What follows belongs to an exercise in optimizing a design on an open flow for small area, a short achievable clock period and few clock cycles per item; a production flow would make more cautious choices.
Only simulation tests tie the RTL to the original design; equivalence was not proved.
Power figures rest on the tool's default switching activity, not on a simulated workload.

Setup of job 5716:
==> flow/design.v (excerpt) <==
module tdn2_acc (
    input  wire        clk,
    input  wire        rst,           
    input  wire        cmd_valid,
    output wire        cmd_ready,
    input  wire [23:0] cmd,
    input  wire        btn,           
    output reg         rsp_valid,
    output reg  [1:0]  rsp_status,
    output reg  [15:0] rsp_data,
    output reg         rly_auto,
    output reg         rly_dir,
    output reg         drv_pwr
);
export LEC_CHECK = 0
export CAP_MARGIN = 20
export CORE_MARGIN = 2
export CORE_UTILIZATION = 55
export SLEW_MARGIN = 20
export TNS_END_PERCENT = 100
create_clock -name core_clock -period 12.0 [get_ports {clk}]
standard.sh (not shown) runs the stock make flow with config.mk's settings and CLKGATE_MAP_FILE= SYNTH_SCRIPT=/design/flow/synth_recipe.tcl, a recipe that flattens the netlist after the stock synthesis.
==> flow/flow/run.sh <==
#!/bin/bash
# The standard layout (standard.sh: ORFS from synthesis to the final
# layout), with two changes to how the layout is made:
# - the timing repair after placement, CTS and global routing aims at 5 ns
#   instead of the 12 ns clock period, so that the layout gets as fast as
#   the logic allows;
# - every input and output port still gets a buffer, but a buf_2 rather than
#   the delay buffer buffer_ports picks by default (smaller and faster).
# Everything else is the standard flow.
set -euo pipefail
bash standard.sh SETUP_SLACK_MARGIN=7 "BUFFER_PORTS_ARGS=-buffer_cell sky130_fd_sc_hd__buf_2" finish > standard.log 2>&1
The final layout from job 5716, which completed every stage, passed the timing, design-rule and antenna checks at the end of the flow.
Testbench counts of job 5716, summed over its fixed seeds: cycles 805,560, ops 776,106.
Relative to job 5716, the following input files were edited for job 3678:
==> flow/flow/run.sh <==
#!/bin/bash
# The standard layout (standard.sh: ORFS from synthesis to the final
# layout), with the timing repair after placement, CTS and global routing
# aiming at 4.75 ns instead of the 12 ns clock period, so that the layout
# gets as fast as the logic allows. Everything else is the standard flow.
set -euo pipefail
bash standard.sh SETUP_SLACK_MARGIN=7.25 finish > standard.log 2>&1
- Job 5716 reached the end of the flow, and the finished layout is clean on the timing, design-rule and antenna checks.
- Job 3678 finished every stage and its layout cleared the timing, design-rule and antenna checks.
- Setup slack of the worst register-to-register path for job 3678: 0.03 ns up relative to job 5716
- Comparing the two runs side by side, job 3678 comes out behind job 5716 on final area.
- Diff job 3678 and job 5716: global-route usage higher in job 3678
- Reported for job 3678 and job 5716, aggregate global routing overflow turned out identical to the last digit.
- Job 3678 ended up with met5 as its top metal layer carrying routed signals; job 5716 ended up with met4.
- Via count of the first global-routing pass ended up 417 higher on job 3678 than on job 5716.
Modified inputs, job 3925 compared to job 3678
Settings: clearing TNS_END_PERCENT, which used to be 100.
==> flow/flow/run.sh <==
#!/bin/bash
# The standard layout (standard.sh: ORFS from synthesis to the final
# layout), with the timing repair after placement, CTS and global routing
# aiming at 5 ns instead of the 12 ns clock period, so that the layout
# gets as fast as the logic allows. Everything else is the standard flow.
set -euo pipefail
bash standard.sh SETUP_SLACK_MARGIN=7 finish > standard.log 2>&1
--- outcome ---
Job 3925: flow completed, timing, DRC and antenna clean. The HPWL reported at the end of detailed placement of job 3925 and that of job 3678 are within noise of each other. Of the two candidates, job 3678 has the worse first-pass GRT wire length and job 3925 the better one. Register clock-pin slew on the reported worst setup and hold paths: job 3678 vs job 3925, no meaningful difference. On biggest cell delay along the critical path: between job 3678 and job 3925, it ends up lower for job 3925. In job 3925 relative to job 3678, length of routed wiring on met1 had gone up slightly.


tdn2_acc again, from the RTL that the note above started with.
// tdn2_acc
module tdn2_acc (
    input  wire        clk,
    input  wire        rst,           
    input  wire        cmd_valid,
    output wire        cmd_ready,
    input  wire [23:0] cmd,
    input  wire        btn,           
    output reg         rsp_valid,
    output reg  [1:0]  rsp_status,
    output reg  [15:0] rsp_data,
    output reg         rly_auto,
    output reg         rly_dir,
    output reg         drv_pwr
);
export LEC_CHECK = 0
export CAP_MARGIN = 20
export CORE_MARGIN = 2
export CORE_UTILIZATION = 55
export SLEW_MARGIN = 20
export TNS_END_PERCENT = 100
create_clock -name core_clock -period 12.0 [get_ports {clk}]
==> flow/flow/run.sh <==
#!/bin/bash
# The standard layout (standard.sh: ORFS from synthesis to the final
# layout), with the timing repair after placement, CTS and global routing
# aiming at 5 ns instead of the 12 ns clock period, so that the layout
# gets as fast as the logic allows. Everything else is the standard flow.
set -euo pipefail
bash standard.sh SETUP_SLACK_MARGIN=7 finish > standard.log 2>&1
The baseline went through all stages and came out clean.
Testbench counts at the start, summed over its fixed seeds: cycles 805,560, ops 776,106.
Edit:
==> flow/flow/run.sh (replaced) <==
#!/bin/bash
# The standard layout (standard.sh: ORFS from synthesis to the final
# layout), with the timing repair after placement, CTS and global routing
# aiming at 5 ns instead of the 12 ns clock period, and sizing not held to the
# cells footprints, so that the layout
# gets as fast as the logic allows. Everything else is the standard flow.
set -euo pipefail
bash standard.sh SETUP_SLACK_MARGIN=7 MATCH_CELL_FOOTPRINT=0 finish > standard.log 2>&1
First-iteration DRC count came out higher by 2.9%. Wire length barely changes. Worst setup slack is worse by 38 ps. Non-clock buffer count decreases by 6.
Edit:
==> flow/flow/run.sh (replaced) <==
#!/bin/bash
# The standard layout (standard.sh: ORFS from synthesis to the final
# layout), with two changes to how the layout is made:
# - the timing repair after placement, CTS and global routing aims at 5 ns
#   instead of the 12 ns clock period, so that the layout gets as fast as
#   the logic allows;
# - every input and output port still gets a buffer, but a buf_2 rather than
#   the delay buffer buffer_ports picks by default (smaller and faster).
# Everything else is the standard flow.
set -euo pipefail
bash standard.sh SETUP_SLACK_MARGIN=7 "BUFFER_PORTS_ARGS=-buffer_cell sky130_fd_sc_hd__buf_2" finish > standard.log 2>&1
- TNS_END_PERCENT: 100 -> default
Effect:
- The new run passed the timing, design-rule and antenna checks
- clock power is about the same
- combinational power goes up by a few percent
- sequential power hardly moves
- via count barely changes
- final cell count hardly moves
- synthesized area is unchanged
- fmax fell slightly
- routed wire length drops slightly
- count of clock-buffer cells in the layout falls by 5
- flip-flop and latch count is unchanged
- cell area shrinks slightly

re-timing with driven ports:
The flow's constraints put no driver on any port. The routed layouts listed below were extracted and timed again, unchanged, in two steps. Step 1 assumes that a clkbuf_16 drives the clock port and a buf_2 every other input. Step 2 times the ports against the registers' clock, not the clock port: input delays grow and output delays shrink by t, the midpoint of the rising clock arrivals with the driver on. Slacks: no drivers / after step 1 / after step 2; pairs: no drivers / after step 1.
run | t, ns | setup slack, ns | latest minus earliest clock arrival (ns) | worst data-port slew with drivers (ns)
job 5716 | 0.615 | 7.039 / 7.039 / 6.605 | 0.050 / 0.049 | 0.04
job 3678 | 0.623 | 7.072 / 7.072 / 6.684 | 0.034 / 0.035 | 0.04
job 3925 | 0.615 | 7.111 / 7.111 / 6.594 | 0.038 / 0.038 | 0.05
the first run of note 2 | 0.615 | 7.111 / 7.111 / 6.594 | 0.038 / 0.038 | 0.05
the second run of note 2 | 0.619 | 7.072 / 7.072 / 6.581 | 0.027 / 0.027 | 0.04
the third run of note 2 | 0.615 | 7.039 / 7.039 / 6.605 | 0.050 / 0.049 | 0.04
After both steps setup and hold are still met in every run listed.
